Source: an optimization exercise on an open RTL-to-GDS flow (aim: small area). Production flows keep margins and buffers that such runs may drop. In this exercise RTL edits were held to simulation tests only and were not proved equivalent to the original. The flow treats the clock pin as an ideal source. Dropping or thinning the clock tree relies on that and would not hold on a real chip.

T:
==> flow/design.v <==
module ev1527_classifier (
    input  wire [14:0] lo_i,
    input  wire [13:0] hi_i,
    output wire        valid_o,      
    output wire        bit_o,        
    output wire        preamble_o    
);
    function automatic le15(input [14:0] a, input [14:0] b);
        integer i;
        reg r;
        begin
            r = 1'b1;
            for (i = 0; i < 15; i = i + 1)
                r = (~a[i] & b[i]) | (~a[i] & r) | (b[i] & r);
            le15 = r;
        end
    endfunction
    function automatic [14:0] add15(input [14:0] a, input [14:0] b);
        integer i;
        reg c;
        begin
            c = 1'b0;
            for (i = 0; i < 15; i = i + 1) begin
                add15[i] = a[i] ^ b[i] ^ c;
                c = (a[i] & b[i]) | (a[i] & c) | (b[i] & c);
            end
        end
    endfunction
    wire [14:0] hi = {1'b0, hi_i};
    wire lo_le_2hi = le15(lo_i, {hi_i, 1'b0});
    assign valid_o = le15(15'd450, hi) && le15(hi, 15'd8500) &&
                     le15(15'd1350, lo_i) && le15(lo_i, 15'd25500);
    assign bit_o   = lo_le_2hi;
    wire [14:0] q       = {3'b000, hi_i[13:2]};
    wire [14:0] q_x5    = add15({q[12:0], 2'b00}, q);
    assign preamble_o = le15(15'd2400, q) && le15(q, 15'd4000) &&
                        le15(q_x5, lo_i) && lo_le_2hi;
endmodule
module ev1527_decoder (
    input  wire        clk,
    input  wire        rst,         
    input  wire        line_i,      
    input  wire        tick_i,      
    input  wire        rearm_i,     
    input  wire        disable_i,   
    input  wire        clrdet_i,    
    output wire [19:0] address_o,
    output wire [3:0]  key_o,
    output wire        detected_o,
    output wire        enabled_o
);
    reg        line_q;
    reg        enabled;
    reg        exp_fall;
    reg [14:0] count;
    reg [13:0] hi;
    reg [4:0]  bit_index;
    wire       preamble_found = |bit_index;
    reg [22:0] acc;
    reg [19:0] address;
    reg [3:0]  key;
    reg        detected;
    wire edge_hit = exp_fall ? (~line_i & line_q) : (line_i & ~line_q);
    wire notify   = enabled & edge_hit & ~rearm_i & ~disable_i;
    wire n_fall   = notify & exp_fall;     
    wire n_rise   = notify & ~exp_fall;    
    wire        count_sat = exp_fall ? &count[13:6] : &count[14:6];
    wire        inc  = enabled & tick_i & ~count_sat;
    wire        big  = ~preamble_found & exp_fall;
    wire [14:0] step = {10'd0, big, 1'b0, big, preamble_found & ~exp_fall,
                        ~big} & {15{inc}};
    reg  [14:0] count_sum;
    reg         carry;
    integer i;
    always @(*) begin
        carry = 1'b0;
        for (i = 0; i < 15; i = i + 1) begin
            count_sum[i] = count[i] ^ step[i] ^ carry;
            carry        = (count[i] & step[i]) | (count[i] & carry) |
                           (step[i] & carry);
        end
    end
    wire valid, bit_value, is_preamble;
    ev1527_classifier u_classifier (
        .lo_i      (count),
        .hi_i      (hi),
        .valid_o   (valid),
        .bit_o     (bit_value),
        .preamble_o(is_preamble)
    );
    wire take_bit = n_rise & preamble_found & valid;
    wire last_bit = (bit_index == 5'd14);
    wire complete = take_bit & last_bit;
    always @(posedge clk) begin
        line_q <= line_i;
        count <= notify ? 15'd0 : count_sum;
        if (exp_fall)
            hi[12:0] <= count[12:0];
        if (rearm_i)
            hi[13] <= 1'b0;
        else if (exp_fall)
            hi[13] <= count[13];
        else if (notify)
            hi[13] <= 1'b0;
        if (rearm_i)
            exp_fall <= 1'b0;
        else if (notify)
            exp_fall <= ~exp_fall & (~preamble_found | valid);
        if (rearm_i)
            bit_index <= 5'd0;
        else if (n_rise) begin
            if (!preamble_found)
                bit_index <= {4'd0, is_preamble};
            else if (valid)
                bit_index <= {bit_index[3:0], bit_index[4] ^ bit_index[2]};
            else
                bit_index <= 5'd0;
        end
        if (n_rise)
            acc <= {acc[21:0], bit_value};
        if (complete) begin
            address <= acc[22:3];
            key     <= {acc[2:0], bit_value};
        end
        if (rst)
            enabled <= 1'b0;
        else if (disable_i)
            enabled <= 1'b0;
        else if (rearm_i)
            enabled <= 1'b1;
        else if (complete)
            enabled <= 1'b0;
        if (rst)
            detected <= 1'b0;
        else if (complete)
            detected <= 1'b1;
        else if (clrdet_i)
            detected <= 1'b0;
    end
    assign address_o  = address;
    assign key_o      = key;
    assign detected_o = detected;
    assign enabled_o  = enabled;
endmodule
export LEC_CHECK = 0
export CAP_MARGIN = 20
export CORE_MARGIN = 2
export CORE_UTILIZATION = 40
export GPL_TIMING_DRIVEN = 0
export SLEW_MARGIN = 20
create_clock -name core_clock -period 6.0 [get_ports {clk}]
standard.sh (not shown) runs the stock make flow with config.mk's settings and CLKGATE_MAP_FILE= SYNTH_SCRIPT=/design/flow/synth_recipe.tcl, a recipe that flattens the netlist after the stock synthesis.
==> flow/flow/run.sh <==
#!/bin/bash
# Own layout flow: the standard flow (standard.sh) with these changes.
#  - Synthesis is the standard flow's own script (synth_recipe.tcl), except that the ABC
#    mapping step uses an area-oriented script (flow/area.abc): the same
#    registers, cell types and names, only the logic between them is mapped
#    differently.
#  - Ports are buffered with buf_1 instead of the resizer's default pick.
#  - CTS is replaced by a two-level clock buffer tree (flow/cts_hook.tcl):
#    the registers are split into CLK_GROUPS equal groups by position, each
#    driven by a clkbuf_8 at its centre; one clkbuf_2 drives those.
# Each tool's log is in orfs/logs/; make's output is in flow_make.log.
set -euo pipefail
W=$(pwd)
cat > "$W/flow_synth.tcl" <<EOF
proc abc {args} {
  set i [lsearch -exact \$args -script]
  if {\$i >= 0} { lset args [expr {\$i + 1}] $W/flow/area.abc }
  yosys abc {*}\$args
}
source $W/synth_recipe.tcl
EOF
export BUFFER_PORTS_ARGS="-buffer_cell sky130_fd_sc_hd__buf_1"
export PRE_CTS_TCL="$W/flow/cts_hook.tcl"
export CLK_GROUPS=5
export CLK_LEAF_CELL=sky130_fd_sc_hd__clkbuf_8
export CLK_ROOT_CELL=sky130_fd_sc_hd__clkbuf_2
bash standard.sh SYNTH_SCRIPT="$W/flow_synth.tcl" finish > flow_make.log 2>&1
==> flow/flow/area.abc <==
&get -n
&st
&dch -f
&nf -R 1000 -p
&put
topo
Other scripts of this flow, unchanged in this note and not shown: flow/flow/cts_hook.tcl
T went all the way through synthesis, placement and routing and the layout is clean on timing, DRC and antenna.
For Q, these inputs were changed with respect to T:
Settings: CORE_UTILIZATION: 40 -> 60.
==> flow/flow/area.abc <==
&get -n
&st
&dch
&nf -R 1000 -E 100 -F 8 -A 8
&put
topo
Findings:
- Going from T to Q, number of rows created at floorplan shrank by more than 10%.
- Q ended up with a lower area enclosed by the die boundary than T did.
- Looking only at routability-driven placement congestion ratio, and setting everything else aside, the higher value of Q and T goes to Q.
- In the flow results for Q and T, the fraction of the mapped netlist area in adder cells is smaller on Q.
- Higher proportion of layout cells with a drive suffix above 1 goes to T over Q.
- Count of placed standard cells including taps sits lower in Q than in T.
- Min actual slew at the worst max-slew pin across Q and T: Q
- Wire length in Q is 510 µm above T.
No run of this note takes its clock network from TritonCTS; it comes from the design's own scripts or RTL.

[separate check: timing with driven ports]
How much do the figures lean on ideal ports? The routed layouts below were timed once more, with nothing changed but the port constraints.
Step 1, drivers: a clkbuf_16 drives clk and a buf_2 each remaining input, both assumed.
Step 2, shift: input delay + t, output delay - t, t = (earliest + latest rising clock arrival at the registers) / 2. This alone moves slack from input paths to output paths.
a / b / c = no drivers / after step 1 / after step 2; a / b = the first two.
| run | shift t [ns] | slack for setup (ns) | worst data-port slew with drivers (ns) |
|---|---|---|---|
| T | 0.497 | 0.274 / 0.274 / 0.274 | 0.03 |
| Q | 0.519 | 0.791 / 0.791 / 0.791 | 0.03 |
After both steps setup and hold are still met in every run listed.
